From an optimization exercise on the open Yosys and OpenROAD flow, aimed at small area, a short achievable clock period and few clock cycles; shortcuts taken in it are not production practice.
The RTL was checked by simulation tests, not by an equivalence proof against the original design.
No activity file was given, so power comes from the tool's default toggle rates.

<file path="run.sh">
#!/bin/bash
# synth_recipe.tcl (not shown) runs the flow's synth.tcl, then flattens the netlist and writes it again
# the make line also repeats each setting of config.mk as NAME=value (left out here)
make -C /OpenROAD-flow-scripts/flow DESIGN_CONFIG=/design/flow/config.mk WORK_HOME=/design/flow/orfs CLKGATE_MAP_FILE= SYNTH_SCRIPT=/design/flow/synth_recipe.tcl finish
</file>
<file path="config.mk">
export PLATFORM = sky130hd
export DESIGN_NAME = sbf_engine
export DESIGN_NICKNAME = sbf_engine
export VERILOG_FILES = /design/flow/design.v
export SDC_FILE = /design/flow/constraint.sdc
export NUM_CORES = 4
export LEC_CHECK = 0
export ABC_CLOCK_PERIOD_IN_PS = 5000
export CAP_MARGIN = 20
export CORE_MARGIN = 2
export CORE_UTILIZATION = 40
export CTS_BUF_LIST = sky130_fd_sc_hd__clkbuf_16
export CTS_CLUSTER_DIAMETER = 70
export CTS_CLUSTER_SIZE = 24
export SETUP_SLACK_MARGIN = 4.3
export SLEW_MARGIN = 20
</file>
<file path="constraint.sdc">
create_clock -name core_clock -period 10.0 [get_ports {clk}]
set_input_delay 2.0000 -clock core_clock [delete_from_list [all_inputs] [get_ports {clk}]]
set_output_delay 2.0000 -clock core_clock [all_outputs]
set_load 0.01 [all_outputs]
</file>
<file path="design.v">
module sbf_engine (
    input  wire        clk,
    input  wire        rst,           
    input  wire        cmd_valid,
    output wire        cmd_ready,
    input  wire [31:0] cmd_word,
    input  wire [4:0]  rd_idx,
    output reg  [31:0] rd_data
);
    localparam [15:0] SYNC_WORD = 16'h4024;
    localparam [3:0] ST_NONE      = 4'd0;
    localparam [3:0] ST_FRAME_OK  = 4'd1;
    localparam [3:0] ST_INC_HDR   = 4'd2;
    localparam [3:0] ST_NOT_FRAME = 4'd3;
    localparam [3:0] ST_MALFORMED = 4'd4;
    localparam [3:0] ST_NEED_MORE = 4'd5;
    localparam [3:0] ST_CRC_MIS   = 4'd6;
    localparam [3:0] ST_SYNC_FND  = 4'd7;
    localparam [3:0] ST_SYNC_NF   = 4'd8;
    localparam integer S_IDLE = 0;
    localparam integer S_PRE0 = 1;    
    localparam integer S_PRE  = 2;    
    localparam integer S_HDR  = 3;    
    localparam integer S_BODY = 4;    
    localparam integer S_CB   = 5;    
    localparam integer S_HUNT = 6;    
    localparam integer S_HFIN = 7;    
    localparam integer NS     = 8;
    localparam [1:0] J_SCAN = 2'd0;
    localparam [1:0] J_HUNT = 2'd1;
    localparam [1:0] J_CB   = 2'd2;
    localparam [1:0] J_BODY = 2'd3;
    function [15:0] crc_w8;
        input [15:0] c;
        input [63:0] d;
        begin
            crc_w8[0] = c[0] ^ c[1] ^ c[3] ^ c[4] ^ c[7] ^ c[8] ^ c[10] ^ c[15] ^ d[0] ^ d[2] ^ d[7] ^ d[8] ^ d[9] ^ d[11] ^ d[12] ^ d[15] ^ d[18] ^ d[24] ^ d[25] ^ d[27] ^ d[34] ^ d[35] ^ d[36] ^ d[43] ^ d[44] ^ d[46] ^ d[48] ^ d[51] ^ d[52] ^ d[56] ^ d[60];
            crc_w8[1] = c[1] ^ c[2] ^ c[4] ^ c[5] ^ c[8] ^ c[9] ^ c[11] ^ d[0] ^ d[1] ^ d[3] ^ d[9] ^ d[10] ^ d[12] ^ d[13] ^ d[19] ^ d[25] ^ d[26] ^ d[28] ^ d[35] ^ d[36] ^ d[37] ^ d[44] ^ d[45] ^ d[47] ^ d[49] ^ d[52] ^ d[53] ^ d[57] ^ d[61];
            crc_w8[2] = c[2] ^ c[3] ^ c[5] ^ c[6] ^ c[9] ^ c[10] ^ c[12] ^ d[1] ^ d[2] ^ d[4] ^ d[10] ^ d[11] ^ d[13] ^ d[14] ^ d[20] ^ d[26] ^ d[27] ^ d[29] ^ d[32] ^ d[36] ^ d[37] ^ d[38] ^ d[45] ^ d[46] ^ d[50] ^ d[53] ^ d[54] ^ d[58] ^ d[62];
            crc_w8[3] = c[3] ^ c[4] ^ c[6] ^ c[7] ^ c[10] ^ c[11] ^ c[13] ^ d[2] ^ d[3] ^ d[5] ^ d[11] ^ d[12] ^ d[14] ^ d[15] ^ d[21] ^ d[27] ^ d[28] ^ d[30] ^ d[33] ^ d[37] ^ d[38] ^ d[39] ^ d[46] ^ d[47] ^ d[51] ^ d[54] ^ d[55] ^ d[59] ^ d[63];
            crc_w8[4] = c[4] ^ c[5] ^ c[7] ^ c[8] ^ c[11] ^ c[12] ^ c[14] ^ d[0] ^ d[3] ^ d[4] ^ d[6] ^ d[12] ^ d[13] ^ d[15] ^ d[22] ^ d[24] ^ d[28] ^ d[29] ^ d[31] ^ d[32] ^ d[34] ^ d[38] ^ d[39] ^ d[40] ^ d[47] ^ d[48] ^ d[52] ^ d[55] ^ d[60];
            crc_w8[5] = c[0] ^ c[1] ^ c[3] ^ c[4] ^ c[5] ^ c[6] ^ c[7] ^ c[9] ^ c[10] ^ c[12] ^ c[13] ^ d[1] ^ d[2] ^ d[4] ^ d[5] ^ d[8] ^ d[9] ^ d[11] ^ d[12] ^ d[13] ^ d[14] ^ d[15] ^ d[16] ^ d[18] ^ d[23] ^ d[27] ^ d[29] ^ d[30] ^ d[32] ^ d[33] ^ d[34] ^ d[36] ^ d[39] ^ d[40] ^ d[41] ^ d[43] ^ d[44] ^ d[46] ^ d[48] ^ d[49] ^ d[51] ^ d[52] ^ d[53] ^ d[56] ^ d[60] ^ d[61];
            crc_w8[6] = c[0] ^ c[1] ^ c[2] ^ c[4] ^ c[5] ^ c[6] ^ c[7] ^ c[8] ^ c[10] ^ c[11] ^ c[13] ^ c[14] ^ d[0] ^ d[2] ^ d[3] ^ d[5] ^ d[6] ^ d[8] ^ d[9] ^ d[10] ^ d[12] ^ d[13] ^ d[14] ^ d[15] ^ d[17] ^ d[19] ^ d[24] ^ d[28] ^ d[30] ^ d[31] ^ d[33] ^ d[34] ^ d[35] ^ d[37] ^ d[41] ^ d[42] ^ d[44] ^ d[45] ^ d[47] ^ d[49] ^ d[50] ^ d[52] ^ d[53] ^ d[54] ^ d[57] ^ d[61] ^ d[62];
            crc_w8[7] = c[1] ^ c[2] ^ c[3] ^ c[5] ^ c[6] ^ c[7] ^ c[8] ^ c[9] ^ c[11] ^ c[12] ^ c[14] ^ c[15] ^ d[0] ^ d[1] ^ d[3] ^ d[4] ^ d[6] ^ d[7] ^ d[9] ^ d[10] ^ d[11] ^ d[13] ^ d[14] ^ d[15] ^ d[16] ^ d[18] ^ d[20] ^ d[25] ^ d[29] ^ d[31] ^ d[32] ^ d[34] ^ d[35] ^ d[36] ^ d[38] ^ d[42] ^ d[43] ^ d[45] ^ d[46] ^ d[50] ^ d[51] ^ d[53] ^ d[54] ^ d[55] ^ d[58] ^ d[62] ^ d[63];
            crc_w8[8] = c[2] ^ c[3] ^ c[4] ^ c[6] ^ c[7] ^ c[8] ^ c[9] ^ c[10] ^ c[12] ^ c[13] ^ c[15] ^ d[0] ^ d[1] ^ d[2] ^ d[4] ^ d[5] ^ d[7] ^ d[10] ^ d[11] ^ d[12] ^ d[14] ^ d[15] ^ d[16] ^ d[17] ^ d[19] ^ d[21] ^ d[26] ^ d[30] ^ d[33] ^ d[35] ^ d[36] ^ d[37] ^ d[39] ^ d[40] ^ d[43] ^ d[44] ^ d[46] ^ d[47] ^ d[48] ^ d[51] ^ d[52] ^ d[54] ^ d[55] ^ d[59] ^ d[63];
            crc_w8[9] = c[3] ^ c[4] ^ c[5] ^ c[7] ^ c[8] ^ c[9] ^ c[10] ^ c[11] ^ c[13] ^ c[14] ^ d[0] ^ d[1] ^ d[2] ^ d[3] ^ d[5] ^ d[6] ^ d[11] ^ d[12] ^ d[13] ^ d[15] ^ d[17] ^ d[18] ^ d[20] ^ d[22] ^ d[24] ^ d[27] ^ d[31] ^ d[32] ^ d[34] ^ d[36] ^ d[37] ^ d[38] ^ d[40] ^ d[41] ^ d[44] ^ d[45] ^ d[47] ^ d[48] ^ d[49] ^ d[52] ^ d[53] ^ d[55] ^ d[60];
            crc_w8[10] = c[4] ^ c[5] ^ c[6] ^ c[8] ^ c[9] ^ c[10] ^ c[11] ^ c[12] ^ c[14] ^ c[15] ^ d[0] ^ d[1] ^ d[2] ^ d[3] ^ d[4] ^ d[6] ^ d[7] ^ d[12] ^ d[13] ^ d[14] ^ d[16] ^ d[18] ^ d[19] ^ d[21] ^ d[23] ^ d[25] ^ d[28] ^ d[32] ^ d[33] ^ d[35] ^ d[37] ^ d[38] ^ d[39] ^ d[40] ^ d[41] ^ d[42] ^ d[45] ^ d[46] ^ d[49] ^ d[50] ^ d[53] ^ d[54] ^ d[61];
            crc_w8[11] = c[0] ^ c[5] ^ c[6] ^ c[7] ^ c[9] ^ c[10] ^ c[11] ^ c[12] ^ c[13] ^ c[15] ^ d[1] ^ d[2] ^ d[3] ^ d[4] ^ d[5] ^ d[7] ^ d[8] ^ d[13] ^ d[14] ^ d[15] ^ d[17] ^ d[19] ^ d[20] ^ d[22] ^ d[24] ^ d[26] ^ d[29] ^ d[33] ^ d[34] ^ d[36] ^ d[38] ^ d[39] ^ d[41] ^ d[42] ^ d[43] ^ d[46] ^ d[47] ^ d[50] ^ d[51] ^ d[54] ^ d[55] ^ d[62];
            crc_w8[12] = c[0] ^ c[3] ^ c[4] ^ c[6] ^ c[11] ^ c[12] ^ c[13] ^ c[14] ^ c[15] ^ d[3] ^ d[4] ^ d[5] ^ d[6] ^ d[7] ^ d[8] ^ d[11] ^ d[12] ^ d[14] ^ d[20] ^ d[21] ^ d[23] ^ d[30] ^ d[32] ^ d[36] ^ d[37] ^ d[39] ^ d[40] ^ d[42] ^ d[46] ^ d[47] ^ d[48] ^ d[55] ^ d[56] ^ d[60] ^ d[63];
            crc_w8[13] = c[0] ^ c[1] ^ c[4] ^ c[5] ^ c[7] ^ c[12] ^ c[13] ^ c[14] ^ c[15] ^ d[4] ^ d[5] ^ d[6] ^ d[7] ^ d[8] ^ d[9] ^ d[12] ^ d[13] ^ d[15] ^ d[21] ^ d[22] ^ d[24] ^ d[31] ^ d[32] ^ d[33] ^ d[37] ^ d[38] ^ d[40] ^ d[41] ^ d[43] ^ d[47] ^ d[48] ^ d[49] ^ d[57] ^ d[61];
            crc_w8[14] = c[1] ^ c[2] ^ c[5] ^ c[6] ^ c[8] ^ c[13] ^ c[14] ^ c[15] ^ d[0] ^ d[5] ^ d[6] ^ d[7] ^ d[9] ^ d[10] ^ d[13] ^ d[14] ^ d[16] ^ d[22] ^ d[23] ^ d[25] ^ d[32] ^ d[33] ^ d[34] ^ d[38] ^ d[39] ^ d[41] ^ d[42] ^ d[44] ^ d[49] ^ d[50] ^ d[58] ^ d[62];
            crc_w8[15] = c[0] ^ c[2] ^ c[3] ^ c[6] ^ c[7] ^ c[9] ^ c[14] ^ c[15] ^ d[1] ^ d[6] ^ d[7] ^ d[8] ^ d[10] ^ d[11] ^ d[14] ^ d[15] ^ d[17] ^ d[23] ^ d[24] ^ d[26] ^ d[33] ^ d[34] ^ d[35] ^ d[39] ^ d[42] ^ d[43] ^ d[45] ^ d[50] ^ d[51] ^ d[59] ^ d[63];
        end
    endfunction
    function [15:0] crc_w1;
        input [15:0] c;
        input [7:0] d;
        begin
            crc_w1[0] = c[8] ^ c[12] ^ d[0] ^ d[4];
            crc_w1[1] = c[9] ^ c[13] ^ d[1] ^ d[5];
            crc_w1[2] = c[10] ^ c[14] ^ d[2] ^ d[6];
            crc_w1[3] = c[11] ^ c[15] ^ d[3] ^ d[7];
            crc_w1[4] = c[12] ^ d[4];
            crc_w1[5] = c[8] ^ c[12] ^ c[13] ^ d[0] ^ d[4] ^ d[5];
            crc_w1[6] = c[9] ^ c[13] ^ c[14] ^ d[1] ^ d[5] ^ d[6];
            crc_w1[7] = c[10] ^ c[14] ^ c[15] ^ d[2] ^ d[6] ^ d[7];
            crc_w1[8] = c[0] ^ c[11] ^ c[15] ^ d[3] ^ d[7];
            crc_w1[9] = c[1] ^ c[12] ^ d[4];
            crc_w1[10] = c[2] ^ c[13] ^ d[5];
            crc_w1[11] = c[3] ^ c[14] ^ d[6];
            crc_w1[12] = c[4] ^ c[8] ^ c[12] ^ c[15] ^ d[0] ^ d[4] ^ d[7];
            crc_w1[13] = c[5] ^ c[9] ^ c[13] ^ d[1] ^ d[5];
            crc_w1[14] = c[6] ^ c[10] ^ c[14] ^ d[2] ^ d[6];
            crc_w1[15] = c[7] ^ c[11] ^ c[15] ^ d[3] ^ d[7];
        end
    endfunction
    reg [63:0] mem [0:31];
    reg [15:0] crc_r;
    reg [8:0]  cur_r;
    reg [8:0]  fill_r;
    reg        mode_r;
    reg [3:0]  status_r;
    reg [2:0]  err_r;
    reg [15:0] h_sync, h_crc, h_id, h_len;
    reg [8:0]  body_off;
    reg [15:0] body_len;
    reg [16:0] next_off;
    reg [23:0] rng_off, rng_len;
    reg [7:0]  rdata_r;
    reg [15:0] nok_r, ncrc_r;
    reg [8:0]  avail_r;       
    reg [7:0]  base;          
    reg [7:0]  pcur;          
    reg [7:0]  pfill;         
    reg [NS-1:0] state;       
    reg [1:0]  job;           
    reg        is_next;       
    reg        is_step;       
    reg [4:0]  rword;         
    reg [2:0]  off_r;         
    reg [63:0] rdq;           
    reg [63:0] hold;          
    reg [8:0]  cnt;           
    reg [8:0]  tpos;          
    reg [7:0]  ppos;          
    reg        nh8;           
    reg [2:0]  lane;          
    reg        hfirst;        
    reg        pb24;          
    reg [8:0]  hd_r;          
    reg [15:0] acc;           
    reg [5:0]  bgcnt;         
    reg [7:0]  bgs;           
    reg [8:0]  bgav;          
    reg        bg_on;         
    reg [1:0]  bg_ph;         
    wire s_idle = state[S_IDLE];
    wire s_pre0 = state[S_PRE0];
    wire s_pre  = state[S_PRE];
    wire s_hdr  = state[S_HDR];
    wire s_body = state[S_BODY];
    wire s_cb   = state[S_CB];
    wire s_hunt = state[S_HUNT];
    wire s_hfin = state[S_HFIN];
    assign cmd_ready = s_idle;
    wire [7:0]  op  = cmd_word[31:24];
    wire [23:0] imm = cmd_word[23:0];
    reg legal;
    always @(*) begin
        case (op)
            8'h00, 8'h01, 8'h02, 8'h04, 8'h06,
            8'h14, 8'h20, 8'h21, 8'h22: legal = (imm == 24'd0);
            8'h03, 8'h11:               legal = (imm[23:8] == 16'd0);
            8'h07:                      legal = (imm[23:1] == 23'd0);
            8'h10:                      legal = (imm[23:16] == 8'd0);
            8'h05, 8'h08, 8'h12, 8'h13: legal = 1'b1;
            default:                    legal = 1'b0;
        endcase
    end
    wire accept  = cmd_valid && s_idle;
    wire rd_op   = cmd_valid && (op == 8'h08);     
    wire cb_op   = cmd_valid && (op == 8'h14);     
    wire [7:0] pread = base + imm[7:0];              
    wire [7:0] pstart = base + rng_off[7:0];         
    wire push_we = accept && legal && (op == 8'h03) && !fill_r[8];
    wire bg_go   = s_idle && bg_on && (bgcnt != 6'd0) && !(cmd_valid && op[5]) &&
                   !rd_op && !cb_op;
    wire bg_rd0  = bg_go && (bg_ph == 2'd0) && (bgav[8:3] != 6'd0);
    wire bg_rd1  = bg_go && (bg_ph == 2'd1);
    wire bg_fold = bg_go && (bg_ph == 2'd2);
    wire [4:0] raddr = !s_idle               ? rword :
                       rd_op                 ? pread[7:3] :
                       cb_op                 ? pstart[7:3] :
                       !bg_on                ? pcur[7:3] :
                       (bg_ph == 2'd0)       ? bgs[7:3] : rword;
    wire [63:0] rdw  = mem[raddr];
    reg [63:0] chunk;
    always @(*) begin
        case (off_r)
            3'd0: chunk = hold;
            3'd1: chunk = {rdq[7:0],  hold[63:8]};
            3'd2: chunk = {rdq[15:0], hold[63:16]};
            3'd3: chunk = {rdq[23:0], hold[63:24]};
            3'd4: chunk = {rdq[31:0], hold[63:32]};
            3'd5: chunk = {rdq[39:0], hold[63:40]};
            3'd6: chunk = {rdq[47:0], hold[63:48]};
            default: chunk = {rdq[55:0], hold[63:56]};
        endcase
    end
    wire [15:0] c_len = chunk[63:48];
    wire adv = s_pre0 | s_pre | s_hunt | s_body | bg_rd1 |
               (s_hdr & (!c_len[2] | off_r[2])) |
               (s_cb & (cnt[8:3] != 6'd0));
    always @(posedge clk) begin
        if ((s_idle && (!bg_on || bg_rd0 || cb_op)) || adv)
            rdq <= rdw;
        if (adv)
            hold <= rdq;
    end
    wire [9:0]  rng_end   = {1'b0, rng_off[8:0]} + {1'b0, rng_len[8:0]};
    wire        rng_bad   = (rng_off[23:9] != 15'd0) || (rng_len[23:9] != 15'd0) ||
                            (rng_end > {1'b0, fill_r});
    wire        skip_bad  = (imm[23:9] != 15'd0) || (imm[8:0] > avail_r);
    wire        read_bad  = (imm[23:9] != 15'd0) || (imm[8:0] >= fill_r);
    wire        sync_ok   = (chunk[15:0] == SYNC_WORD);
    wire        len_ok    = (c_len > 16'd8) && (c_len[1:0] == 2'b00);
    wire        hc        = !c_len[2];    
    wire [15:0] f_len     = s_hdr ? c_len : {7'd0, h_len[8:0]};
    wire        complete  = (f_len[15:9] == 7'd0) && (avail_r >= f_len[8:0]);
    wire [8:0]  left      = avail_r - f_len[8:0];
    wire [16:0] f_next    = {8'd0, cur_r} + {1'b0, f_len};
    wire [7:0]  f_pnext   = pcur + f_len[7:0];
    wire [15:0] seed      = s_cb ? crc_r : (s_hdr ? 16'd0 : acc);
    wire [63:0] cdata     = s_hdr ? {chunk[63:32], 32'd0} : chunk;
    wire [15:0] crc8      = crc_w8(seed, cdata);
    wire [7:0]  lbyte     = chunk[{lane, 3'b000} +: 8];
    wire [15:0] crc1      = crc_w1(crc_r, s_idle ? imm[7:0] : lbyte);
    reg  [7:0] e24, e40;
    reg  [6:0] hm;
    integer    k;
    always @(*) begin
        for (k = 0; k < 8; k = k + 1) begin
            e24[k] = (chunk[8*k +: 8] == SYNC_WORD[7:0]);
            e40[k] = (chunk[8*k +: 8] == SYNC_WORD[15:8]);
        end
        for (k = 0; k < 7; k = k + 1)
            hm[k] = e24[k] & e40[k+1] & (cnt >= k + 2) & !(hfirst && k == 0);
    end
    wire       hx    = pb24 & e40[0] & !hfirst;
    wire       h_hit = hx | (hm != 7'd0);
    reg  [8:0] h_d;
    always @(*) begin
        casez ({hx, hm})
            8'b1???????: h_d = -9'sd9;
            8'b0??????1: h_d = -9'sd8;
            8'b0?????10: h_d = -9'sd7;
            8'b0????100: h_d = -9'sd6;
            8'b0???1000: h_d = -9'sd5;
            8'b0??10000: h_d = -9'sd4;
            8'b0?100000: h_d = -9'sd3;
            default:     h_d = -9'sd2;
        endcase
    end
    always @(*) begin
        case (rd_idx)
            5'd0:  rd_data = {16'd0, crc_r};
            5'd1:  rd_data = {23'd0, cur_r};
            5'd2:  rd_data = {23'd0, fill_r};
            5'd3:  rd_data = {31'd0, mode_r};
            5'd4:  rd_data = {28'd0, status_r};
            5'd5:  rd_data = {29'd0, err_r};
            5'd6:  rd_data = {16'd0, h_sync};
            5'd7:  rd_data = {16'd0, h_crc};
            5'd8:  rd_data = {16'd0, h_id};
            5'd9:  rd_data = {16'd0, h_len};
            5'd10: rd_data = {23'd0, body_off};
            5'd11: rd_data = {16'd0, body_len};
            5'd12: rd_data = {15'd0, next_off};
            5'd13: rd_data = {8'd0, rng_off};
            5'd14: rd_data = {8'd0, rng_len};
            5'd15: rd_data = {24'd0, rdata_r};
            5'd16: rd_data = {16'd0, nok_r};
            5'd17: rd_data = {16'd0, ncrc_r};
            5'd18: rd_data = {19'd0, h_id[12:0]};
            5'd19: rd_data = {29'd0, h_id[15:13]};
            5'd20: rd_data = {23'd0, avail_r};
            default: rd_data = 32'd0;
        endcase
    end
    always @(posedge clk) begin
        if (push_we)
            mem[pfill[7:3]][{pfill[2:0], 3'b000} +: 8] <= imm[7:0];
    end
    task reset_regs;
        begin
            crc_r    <= 16'd0;
            cur_r    <= 9'd0;
            fill_r   <= 9'd0;
            mode_r   <= 1'b0;
            status_r <= ST_NONE;
            err_r    <= 3'd0;
            h_sync   <= 16'd0;
            h_crc    <= 16'd0;
            h_id     <= 16'd0;
            h_len    <= 16'd0;
            body_off <= 9'd0;
            body_len <= 16'd0;
            next_off <= 17'd0;
            rng_off  <= 24'd0;
            rng_len  <= 24'd0;
            rdata_r  <= 8'd0;
            nok_r    <= 16'd0;
            ncrc_r   <= 16'd0;
            avail_r  <= 9'd0;
            base     <= 8'd0;
            pcur     <= 8'd0;
            pfill    <= 8'd0;
            bg_on    <= 1'b0;
        end
    endtask
    task finish_scan;
        input [15:0] fcrc;
        input        fm;        
        input        cont;      
        input        stp;       
        input        nxt;       
        input [8:0]  ncur;      
        input [8:0]  nav;       
        input [7:0]  npc;       
        input        n8;        
        begin
            crc_r <= fcrc;
            bg_on <= 1'b0;
            if (stp) begin
                cur_r   <= ncur;
                avail_r <= nav;
                pcur    <= npc;
                if (fm) begin
                    if (nok_r != 16'hFFFF)
                        nok_r <= nok_r + 16'd1;
                end else begin
                    if (ncrc_r != 16'hFFFF)
                        ncrc_r <= ncrc_r + 16'd1;
                end
            end
            state <= 1 << S_IDLE;
            if (fm)
                status_r <= ST_FRAME_OK;
            else if (nxt && !mode_r) begin
                if (!n8)
                    status_r <= ST_INC_HDR;
                else if (cont)
                    state <= 1 << S_HDR;
                else begin
                    rword <= npc[7:3];
                    off_r <= npc[2:0];
                    job   <= J_SCAN;
                    state <= 1 << S_PRE0;
                end
            end else
                status_r <= ST_CRC_MIS;
        end
    endtask
    always @(posedge clk) begin
        if (adv)
            rword <= rword + 5'd1;
        if (bg_rd0) begin
            rword <= bgs[7:3] + 5'd1;
            off_r <= bgs[2:0];
            bg_ph <= 2'd1;
        end
        if (bg_rd1)
            bg_ph <= 2'd2;
        if (bg_fold) begin
            acc   <= crc8;
            bgcnt <= bgcnt - 6'd1;
            bgs   <= bgs + 8'd8;
            bg_ph <= 2'd0;
        end
        bgav <= bgav + {8'd0, push_we} - (bg_fold ? 9'd8 : 9'd0);
        if (rst) begin
            reset_regs;
            state <= 1 << S_IDLE;
        end else begin
            if (s_idle) begin
                if (cb_op)
                    bg_ph <= 2'd0;
                if (accept) begin
                    if (!legal) begin
                        err_r[0] <= 1'b1;
                    end else begin
                        case (op)
                        8'h00: ;  
                        8'h01: reset_regs;
                        8'h02: begin                            
                            fill_r   <= 9'd0;
                            cur_r    <= 9'd0;
                            avail_r  <= 9'd0;
                            status_r <= ST_NONE;
                            base     <= 8'd0;
                            pcur     <= 8'd0;
                            pfill    <= 8'd0;
                            bg_on    <= 1'b0;
                        end
                        8'h03: begin                            
                            if (fill_r[8])
                                err_r[1] <= 1'b1;
                            else begin
                                fill_r  <= fill_r + 9'd1;
                                avail_r <= avail_r + 9'd1;
                                pfill   <= pfill + 8'd1;
                            end
                        end
                        8'h04: begin                            
                            fill_r   <= avail_r;
                            cur_r    <= 9'd0;
                            base     <= pcur;
                            status_r <= ST_NONE;
                        end
                        8'h05: begin                            
                            if (skip_bad)
                                err_r[2] <= 1'b1;
                            else begin
                                cur_r    <= cur_r + imm[8:0];
                                avail_r  <= avail_r - imm[8:0];
                                pcur     <= pcur + imm[7:0];
                                status_r <= ST_NONE;
                                bg_on    <= 1'b0;
                            end
                        end
                        8'h06: begin                            
                            bg_on <= 1'b0;
                            bg_ph <= 2'd0;
                            if (avail_r < 9'd3) begin
                                if (avail_r == 9'd2) begin
                                    cur_r   <= fill_r - 9'd1;
                                    avail_r <= 9'd1;
                                    pcur    <= pfill - 8'd1;
                                end
                                status_r <= ST_SYNC_NF;
                            end else begin
                                off_r  <= pcur[2:0];
                                job    <= J_HUNT;
                                tpos   <= cur_r;
                                ppos   <= pcur;
                                cnt    <= avail_r;
                                hfirst <= 1'b1;
                                if (bg_on) begin
                                    rword <= pcur[7:3];
                                    state <= 1 << S_PRE0;
                                end else begin
                                    rword <= pcur[7:3] + 5'd1;
                                    state <= 1 << S_PRE;
                                end
                            end
                        end
                        8'h07: mode_r <= imm[0];                
                        8'h08: begin                            
                            if (read_bad)
                                err_r[2] <= 1'b1;
                            else
                                rdata_r <= rdw[{pread[2:0], 3'b000} +: 8];
                        end
                        8'h10: crc_r <= imm[15:0];              
                        8'h11: crc_r <= crc1;                   
                        8'h12: rng_off <= imm;                  
                        8'h13: rng_len <= imm;                  
                        8'h14: begin                            
                            if (rng_bad)
                                err_r[2] <= 1'b1;
                            else if (rng_len != 24'd0) begin
                                rword <= pstart[7:3] + 5'd1;
                                off_r <= pstart[2:0];
                                cnt   <= rng_len[8:0];
                                lane  <= 3'd0;
                                job   <= J_CB;
                                state <= 1 << S_PRE;
                            end
                        end
                        8'h20, 8'h21, 8'h22: begin              
                            is_step <= (op != 8'h20);
                            is_next <= (op == 8'h22);
                            if (bg_on) begin
                                body_off <= cur_r + 9'd8;
                                next_off <= f_next;
                                tpos     <= left;
                                nh8      <= (left >= 9'd8);
                                ppos     <= f_pnext;
                                if (!complete)
                                    status_r <= ST_NEED_MORE;
                                else if (bgcnt == 6'd0)
                                    finish_scan(acc, acc == h_crc, 1'b0, op != 8'h20, op == 8'h22,
                                                f_next[8:0], left, f_pnext, left >= 9'd8);
                                else if (bg_ph != 2'd1) begin
                                    rword <= bgs[7:3];
                                    off_r <= bgs[2:0];
                                    job   <= J_BODY;
                                    state <= 1 << S_PRE0;
                                end else begin
                                    job   <= J_BODY;
                                    state <= 1 << S_PRE;
                                end
                            end else if (avail_r < 9'd8)
                                status_r <= ST_INC_HDR;
                            else begin
                                rword <= pcur[7:3] + 5'd1;
                                off_r <= pcur[2:0];
                                job   <= J_SCAN;
                                state <= 1 << S_PRE;
                            end
                        end
                        default: ;
                        endcase
                    end
                end
            end
            if (s_pre0)
                state <= 1 << S_PRE;
            if (s_pre) begin
                case (job)
                    J_SCAN:  state <= 1 << S_HDR;
                    J_HUNT:  state <= 1 << S_HUNT;
                    J_CB:    state <= 1 << S_CB;
                    default: state <= 1 << S_BODY;
                endcase
            end
            if (s_hdr) begin
                h_sync <= chunk[15:0];
                h_crc  <= chunk[31:16];
                h_id   <= chunk[47:32];
                h_len  <= c_len;
                bg_on  <= 1'b0;
                bg_ph  <= 2'd0;
                acc    <= hc ? crc8 : 16'd0;
                bgcnt  <= c_len[8:3] - {5'd0, hc};
                bgs    <= pcur + (hc ? 8'd8 : 8'd4);
                bgav   <= avail_r - (hc ? 9'd8 : 9'd4);
                nh8    <= (left >= 9'd8);
                tpos   <= left;
                ppos   <= f_pnext;
                if (c_len[2])
                    off_r <= off_r ^ 3'd4;
                if (!sync_ok) begin
                    status_r <= ST_NOT_FRAME;
                    state    <= 1 << S_IDLE;
                end else if (!len_ok) begin
                    status_r <= ST_MALFORMED;
                    state    <= 1 << S_IDLE;
                end else begin
                    body_off <= cur_r + 9'd8;
                    body_len <= c_len - 16'd8;
                    next_off <= f_next;
                    if (!complete) begin
                        status_r <= ST_NEED_MORE;
                        bg_on    <= (c_len[15:9] == 7'd0);
                        state    <= 1 << S_IDLE;
                    end else
                        state    <= 1 << S_BODY;
                end
            end
            if (s_body) begin
                acc   <= crc8;
                bgcnt <= bgcnt - 6'd1;
                bgs   <= bgs + 8'd8;
                bg_ph <= 2'd0;
            end
            if (s_body && bgcnt == 6'd1)
                finish_scan(crc8, crc8 == h_crc, 1'b1, is_step, is_next,
                            next_off[8:0], tpos, ppos, nh8);
            if (s_cb) begin
                if (cnt[8:3] != 6'd0) begin
                    crc_r <= crc8;
                    cnt   <= cnt - 9'd8;
                    if (cnt == 9'd8)
                        state <= 1 << S_IDLE;
                end else begin
                    crc_r <= crc1;
                    cnt   <= cnt - 9'd1;
                    lane  <= lane + 3'd1;
                    if (cnt == 9'd1)
                        state <= 1 << S_IDLE;
                end
            end
            if (s_hunt) begin
                hd_r   <= h_d;
                hfirst <= 1'b0;
                pb24   <= e24[7];
                tpos   <= tpos + 9'd8;
                ppos   <= ppos + 8'd8;
                cnt    <= cnt - 9'd8;
                if (h_hit)
                    state    <= 1 << S_HFIN;
                else if (cnt <= 9'd8) begin
                    cur_r    <= fill_r - 9'd1;
                    avail_r  <= 9'd1;
                    pcur     <= pfill - 8'd1;
                    status_r <= ST_SYNC_NF;
                    state    <= 1 << S_IDLE;
                end
            end
            if (s_hfin) begin
                cur_r    <= tpos + hd_r;
                pcur     <= ppos + hd_r[7:0];
                avail_r  <= cnt - hd_r;
                status_r <= ST_SYNC_FND;
                state    <= 1 << S_IDLE;
            end
        end
    end
endmodule
</file>
==> impl_metrics.ini, run 1 <==
[synth]
syn-cell-area_um2 = 122100
synth.distinct_cells = 105
synth.top_cells.by_area = edfxtp_1 (55%), nand2_1 (6.5%), dfxtp_1 (5.3%)
synth_edf_count = 2221
synth_top_flop_cell = edfxtp_1
syn_area_per_cell_um2 = 11.41
ys_seq_area_frac = 0.5990
syn_inst = 10700
ys_ff_latch = 2543
yosysTopAreaCellShare = 0.5462
synth_area_leader_cell = edfxtp_1
synth_async_sr_flop_share = 0
yosys-top-cells-count = edfxtp_1 (2221), nand2_1 (2104), nor2_1 (809)
yosysMostFrequentCell = edfxtp_1
ys_warn_count = 1

[cts]
cts_buffer_depth = 4
clk_latency_ns = 0.90
cts_made_buffers = 166
htree_levels = 4
clkTransAtPathRegs_ns = 0.08
cts.sinks = 2543
cts_tree = yes
root_buffer = clkbuf_16
cts_hold_buffers = 0

[routing]
wl_mm = 457.6
drcViolationCount = 0
firstDrtPassIters = 6
wl_per_cell_um = 30.80
ant_nets = 0
drt_iter0_drc = 13600
num_vias = 92890
viasPerCell = 6.253

[timing]
fin_skew_ns = 0.09218
hold_slack_ns = 0.4635
maxSlewHeadroom = 0.2044
min_period_over_period = 0.5785
tns_ns = 0
rsz0062_at_grt = true
finalSetupViolCount = 0
hold_violations = 0
slew_viol_final = 0
tightest_slew_ns = 1.189
min_period_ns = 5.785
max_freq_ghz = 0.1729

[run_status]
status = timing/DRC/antenna clean

[hold_path]
min-delay-start = h_len[15]
worstHoldPathCells = 2
hp-class = reg2reg
min_to = h_len[15]

[worst_setup_path]
cpMostUsedCell = buf_6
endpoint_kind = output pin
max_stage_delay_ns = 0.31
worstPathRequired_ns = 8.00
critPathMaxFanout = 5
ff2ff_path_depth = 27
arrival_ns = 3.79
r2r_setup_slack_ns = 4.32
rr_endpoint = next_off[14]
worstSetupPathType = in2out
critPathSlowestCell = a211oi_4
start_kind = input pin
startpoint = rd_idx[2]
r2r_start = off_r[1]
crit_path_cell_trace = buf_16, nand2_4, or2_4, buf_12, buf_6, nor2_4, buf_6, a22o_1, a221o_1, a211oi_4, nand2_2, buf_6

[global_route]
antenna_found_initial = 28
grt_pass1_vias = 86610
met2_usage = 0.4268
grt_busiest_layer = met2
grt_use_met1 = 0.3850
met3_usage = 0.05559
grt_first_pass_wirelength_mm = 643.2
overflow = 0
grt_max_degree = 109
track_usage = 0.2853

[floorplanning]
core_area_um2 = 303300
num_rows = 202
initial_core_util = 0.4026
die_x_um = 556.5
dieArea_um2 = 309700
ios = 73
die_y_um = 556.5

[cells_and_area]
fillers = 27420
area_growth_syn_to_layout_pct = 13.35
final_layout_size_suffix_gt1_frac = 0.1402
finalNonFillerCells = 14860
finalInstanceArea_um2 = 138400
fin_nets = 10960

[pwr]
leakage_nw = 48.74
max-vdd-ir-drop_mv = 0.2717
powerDensity_nw_per_um2 = 168.3

[run]
cap_violations = 0

[placed_design]
gp_congestion = 0.9870
dp_hpwl_mm = 294.3
placed_cells = 14320
place_area_um2 = 128100
io_buffers = 64
-- through the flow --
step / setup WS, ns / util / power [mW]
2_1_floorplan: 2.387 / - / 14.35
3_3_place_gp: 1.330 / 0.4223 / 15.42
3_5_place_dp: 1.322 / 0.4225 / 15.44
4_1_cts: 4.161 / 0.4513 / 22.93
5_1_grt: 4.215 / 0.4563 / 23.81
6_report: 4.215 / 0.4563 / 23.29
-- registers in the layout, indices dropped and copies added (netlist names), 17 cells and up --
| register | flops |
|---|---|
| mem | 2048 |
| hold | 64 |
| rdq | 64 |
| rng_len | 24 |
| rng_off | 24 |
| next_off | 17 |
-- layout make-up --
type                    count  area (um^2)  area share
clock buffers             171         4279     0.03092
flip-flops and latches   2543        73150      0.5285
inverters                 151        589.3    0.004258
well taps                3978         4977     0.03596
clock inverters           101         1095    0.007910
repair buffers            660         6658     0.04810
diodes                     16        40.04   0.0002893
multi-input cells        7235        47620      0.3440
-- layer usage --
layer	vias to the layer above	share of wire
met5	-	0.00015
met4	10	0.067
li1	39780	-
met1	46410	0.39
met3	1070	0.10
met2	5617	0.44
-- power breakdown --
| part | switching [mW] | internal, mW | total [mW] |
|---|---|---|---|
| Combinational | 2.45 | 2.03 | 4.48 |
| Sequential | 0.0361 | 11.4 | 11.4 |
| Clock | 3.96 | 3.43 | 7.38 |
| Total | 6.44 | 16.8 | 23.3 |
-- worst max-delay path, delay by kind of cell --
kind / cells / cell delay [ns]
AO/OA/AOI/OAI: 3 / 0.78
buffers and inverters: 5 / 0.60
AND/OR/NAND/NOR: 4 / 0.40
-- worst max path at each step --
stage | depth (start not counted) | slack [ns] | endpoint
finish | 12 | 4.21 | rd_data[6]
global route | 12 | 4.21 | rd_data[6]
CTS | 21 | 4.16 | rdata_r[0]
detailed placement | 18 | 1.32 | rdata_r[5]
global placement | 18 | 1.33 | rdata_r[5]
floorplan | 14 | 2.39 | rword[4]
-- layout by cell type, fill, tap and decap left out, types with 63 or more instances in the layout --
| cell | n |
|---|---|
| edfxtp_1 | 2221 |
| nand2_1 | 2065 |
| nand3_1 | 692 |
| nor2_1 | 683 |
| buf_4 | 468 |
| dfxtp_1 | 319 |
| xnor2_1 | 265 |
| mux2i_1 | 257 |
| a21oi_1 | 245 |
| and3_1 | 245 |
| a311oi_1 | 243 |
| a22oi_1 | 198 |
| o21ai_0 | 187 |
| clkbuf_16 | 178 |
| xor2_1 | 174 |
| inv_1 | 154 |
| ha_1 | 150 |
| a211oi_1 | 121 |
| a31oi_1 | 99 |
| nor2_2 | 97 |
| a221oi_1 | 66 |
| a22o_1 | 66 |
| o211ai_1 | 64 |
| mux2_2 | 63 |
| nor3_1 | 63 |
-- logic make-up after synthesis --
group	after synthesis	share of synthesized area
and+or+nand+nor	4204	0.1486
AOI/OAI and AO/OA	1905	0.1172
xor gates and xnor gates	544	0.04725
buffers and inverters	941	0.03148
other	1	0.00003071
muxes	397	0.03863
adders and majority gates	166	0.01787
DFF	2543	0.5990
-- timing repair --
action | 4_1_cts | 5_1_grt
buffers inserted | 137 | 78
resized for setup | 478 | 156
endpoints found under the setup margin | 2482 | 338
pin swaps | 69 | 66
cloned | 19 | 11
Testbench counts, summed over its fixed seeds: cycles 86,415.
==> run 2, diff against run 1 <==
--- a/config.mk
+++ b/config.mk
@@ -10,7 +10,7 @@
 export CORE_MARGIN = 2
 export CORE_UTILIZATION = 40
 export CTS_BUF_LIST = sky130_fd_sc_hd__clkbuf_16
-export CTS_CLUSTER_DIAMETER = 70
-export CTS_CLUSTER_SIZE = 24
+export CTS_CLUSTER_DIAMETER = 80
+export CTS_CLUSTER_SIZE = 28
 export SETUP_SLACK_MARGIN = 4.3
 export SLEW_MARGIN = 20
==> run 2 against run 1 <==
Against the previous run: largest power group unchanged; highest routed layer unchanged; register-to-register slack is essentially flat; sequential power is essentially flat; still clean; critical path depth shrank 2; fmax grew 0.32%; critical endpoint is now rd_data[4]; largest cell class unchanged.
==> impl_metrics.ini, run 2 <==
[routing]
ant_nets = 0
firstDrtPassIters = 9
viasPerCell = 6.253
drcViolationCount = 0
wl_per_cell_um = 30.87
num_vias = 92480
wl_mm = 456.5
drt_iter0_drc = 13500

[synth]
synthAdderAreaFrac = 0.01787
yosysMostFrequentCell = edfxtp_1
muxShareOfSynthArea = 0.03863
synth_edf_count = 2221
synth.top_cells.by_area = edfxtp_1 (55%), nand2_1 (6.5%), dfxtp_1 (5.3%)
ys_seq_area_frac = 0.5990
ys_ff_latch = 2543
syn-cell-area_um2 = 122100
yosysTopAreaCellShare = 0.5462
yosys-top-cells-count = edfxtp_1 (2221), nand2_1 (2104), nor2_1 (809)
synth-xor-area-share = 0.04725
synth_async_sr_flop_share = 0
syn_area_per_cell_um2 = 11.41
synth_top_flop_cell = edfxtp_1
synth_area_leader_cell = edfxtp_1
synth-simple-area-share = 0.1486
synth_compound_area_frac = 0.1172
synth_top_family_by_area = simple AND/OR/NAND/NOR gates
syn_inst = 10700
synth.distinct_cells = 105
ys_warn_count = 1

[floorplanning]
num_rows = 202
dieArea_um2 = 309700
core_area_um2 = 303300
die_x_um = 556.5
initial_core_util = 0.4026
ios = 73
die_y_um = 556.5

[pwr]
p_sw_mw = 6.264
pwr-share-clk = 0.297
leakage_nw = 48.37
comb_power_share = 0.200
total_power_mw = 22.70
p_int_mw = 16.44
max-vdd-ir-drop_mv = 0.2525
powerDensity_nw_per_um2 = 164.9
seq_power_share = 0.503
sw_frac_of_total = 0.2759

[placed_design]
io_buffers = 64
place_area_um2 = 128100
gp_congestion = 0.9870
dp_hpwl_mm = 294.3

[timing]
maxSlewHeadroom = 0.1913
tightest_slew_ns = 1.209
finalSetupViolCount = 0
min_period_over_period = 0.5767
hold_violations = 0
tns_ns = 0
min_period_ns = 5.767
slew_viol_final = 0
fin_skew_ns = 0.08216
max_freq_ghz = 0.1734
rsz0062_at_grt = true

[cells_and_area]
finalInstanceArea_um2 = 137700
mostFrequentLayoutCell = edfxtp_1
fillers = 27510
largest_reg_flops = 2048
fin_nets = 10930
area_growth_syn_to_layout_pct = 12.76
finish.utilization = 0.4540
final_cell_mix = edfxtp_1 (2221), nand2_1 (2065), nand3_1 (688), nor2_1 (682), buf_4 (445)
final_layout_size_suffix_gt1_frac = 0.1373

[worst_setup_path]
arrival_ns = 3.77
endpoint_kind = output pin
rr_endpoint = nok_r[4]
start_kind = input pin
r2r_start = off_r[0]
worstSetupPathType = in2out
ff2ff_path_depth = 18
r2r_setup_slack_ns = 4.32
critPathMaxFanout = 14
worstPathRequired_ns = 8.00

[cts]
cts.sinks = 2543
clkTransAtPathRegs_ns = 0.12
cts_made_buffers = 144
cts_buffer_depth = 4
root_buffer = clkbuf_16
htree_levels = 4
cts_tree = yes
cts_hold_buffers = 0
clk_latency_ns = 0.89

[run_status]
status = timing/DRC/antenna clean

[hold_path]
hp-class = reg2reg
min-delay-start = h_len[15]
min_to = h_len[15]
worstHoldPathCells = 2

[global_route]
track_usage = 0.2847
grt_use_met1 = 0.3859
met3_usage = 0.05704
grt_pass1_vias = 86170
grt_busiest_layer = met2
antenna_found_initial = 25
grt_first_pass_wirelength_mm = 641.8
overflow = 0
met2_usage = 0.4239
grt_max_degree = 109

[run]
cap_violations = 0
[run 2: cell types whose count changed in the layout (fill, tap and decap cells not counted), moves of 4 or more]
cell        delta
buf_12         +8
diode_2        -4
buf_6          +4
nand3_2        +4
inv_6          +5
clkbuf_16     -22
nand3_1        -4
clkinvlp_4    -13
buf_4         -23
clkinv_2       -4
a311oi_1       +4
inv_1          -4
[run 2: cell type report]
class	instances	area [um^2]	share of cell area
multi-input cells	7234	47750	0.3468
repair buffers	646	6596	0.04791
diodes	12	30.03	0.0002181
clock buffers	149	3729	0.02708
well taps	3978	4977	0.03615
clock inverters	75	870.8	0.006325
flip-flops and latches	2543	73150	0.5313
inverters	151	589.3	0.004280
[run 2: per-stage QoR]
step / hold WS [ns] / setup WS (ns) / instances
final: 0.4668 / 4.233 / 14790
after global routing: 0.4768 / 4.228 / 14780
after CTS: 0.4653 / 4.175 / 14690
after detailed placement: 0.4482 / 1.322 / 14320
after global placement: 0.4366 / 1.330 / 14320
after floorplan: 0.4003 / 2.387 / 10710
[run 2: cell families (layout without fill, tap and decap cells)]
logic type               count (synthesis)  count (layout)
AND/OR/NAND/NOR                       4204            4211
other                                    1              20
XOR/XNOR                               544             544
multiplexers                           397             400
flip-flops                            2543            2543
buffers and inverters                  941            1021
AO/OA/AOI/OAI                         1905            1905
adder cells (fa/ha/maj)                166             166
[run 2: worst max-delay path: stages]
cell      delay (ns)
buf_12          0.13
nand3b_1        0.16
buf_4           0.15
nor2_4          0.05
buf_12          0.14
a22o_1          0.20
a221o_1         0.28
a211oi_2        0.31
nand2_2         0.16
buf_6           0.16
[run 2: how the worst max path moves through the flow]
| stage | from | end | cells after the start | slack [ns] |
|---|---|---|---|---|
| final | rd_idx[3] | rd_data[4] | 10 | 4.23 |
| after global routing | rd_idx[2] | rd_data[4] | 11 | 4.23 |
| after CTS | cmd_word[26] | rdata_r[3] | 20 | 4.17 |
| after detailed placement | cmd_word[29] | rdata_r[5] | 18 | 1.32 |
| after global placement | cmd_word[29] | rdata_r[5] | 18 | 1.33 |
| after floorplan | cmd_word[28] | rword[4] | 14 | 2.39 |
[run 2: per-layer routing]
layer / vias to the layer above / part of all wire
li1: 39670 / -
met1: 46060 / 0.39
met2: 5660 / 0.43
met3: 1069 / 0.10
met4: 14 / 0.069
met5: - / 0.00020
[run 2: repair_timing]
item / 4_1_cts / 5_1_grt
gates resized for setup: 465 / 199
endpoints found under the setup margin: 2482 / 818
cloned: 18 / 8
buffers inserted: 130 / 74
pin swaps: 61 / 69
[run 2: power groups by stage]
stage | clock (mW) | combinational, mW | sequential, mW
global placement | 0 | 3.75 | 11.7
floorplan | 0 | 2.70 | 11.6
global route | 7.15 | 4.67 | 11.4
finish | 6.74 | 4.53 | 11.4
CTS | 6.79 | 4.06 | 11.4
detailed placement | 0 | 3.77 | 11.7

## static timing again, ports no longer ideal
In the flow no input, the clock included, has a driving cell. The finished layouts below were timed again as built, in two steps.
Step 1 assumes that a clkbuf_16 drives the clock port and a buf_2 every other input.
Step 2 moves the port delays by t, midway between the first and last clock arrival at a register: inputs arrive t later, outputs are due t later. That takes back most of the time a late clock gives input paths.
Three values: ideal, step 1, step 2; two values: the first two.
run | t (ns) | setup slack, ns | clock arrival spread, ns | pins driven straight from the clock port
run 1 | 0.966 | 4.215 / 4.034 / 3.387 | 0.099 / 0.099 | 1
run 2 | 0.951 | 4.233 / 4.052 / 3.371 | 0.084 / 0.084 | 1
After both steps setup and hold are still met in every run listed. For run 2, which loses most, drivers alone change the setup slack by -0.181 ns; drivers and shift together by -0.862 ns.
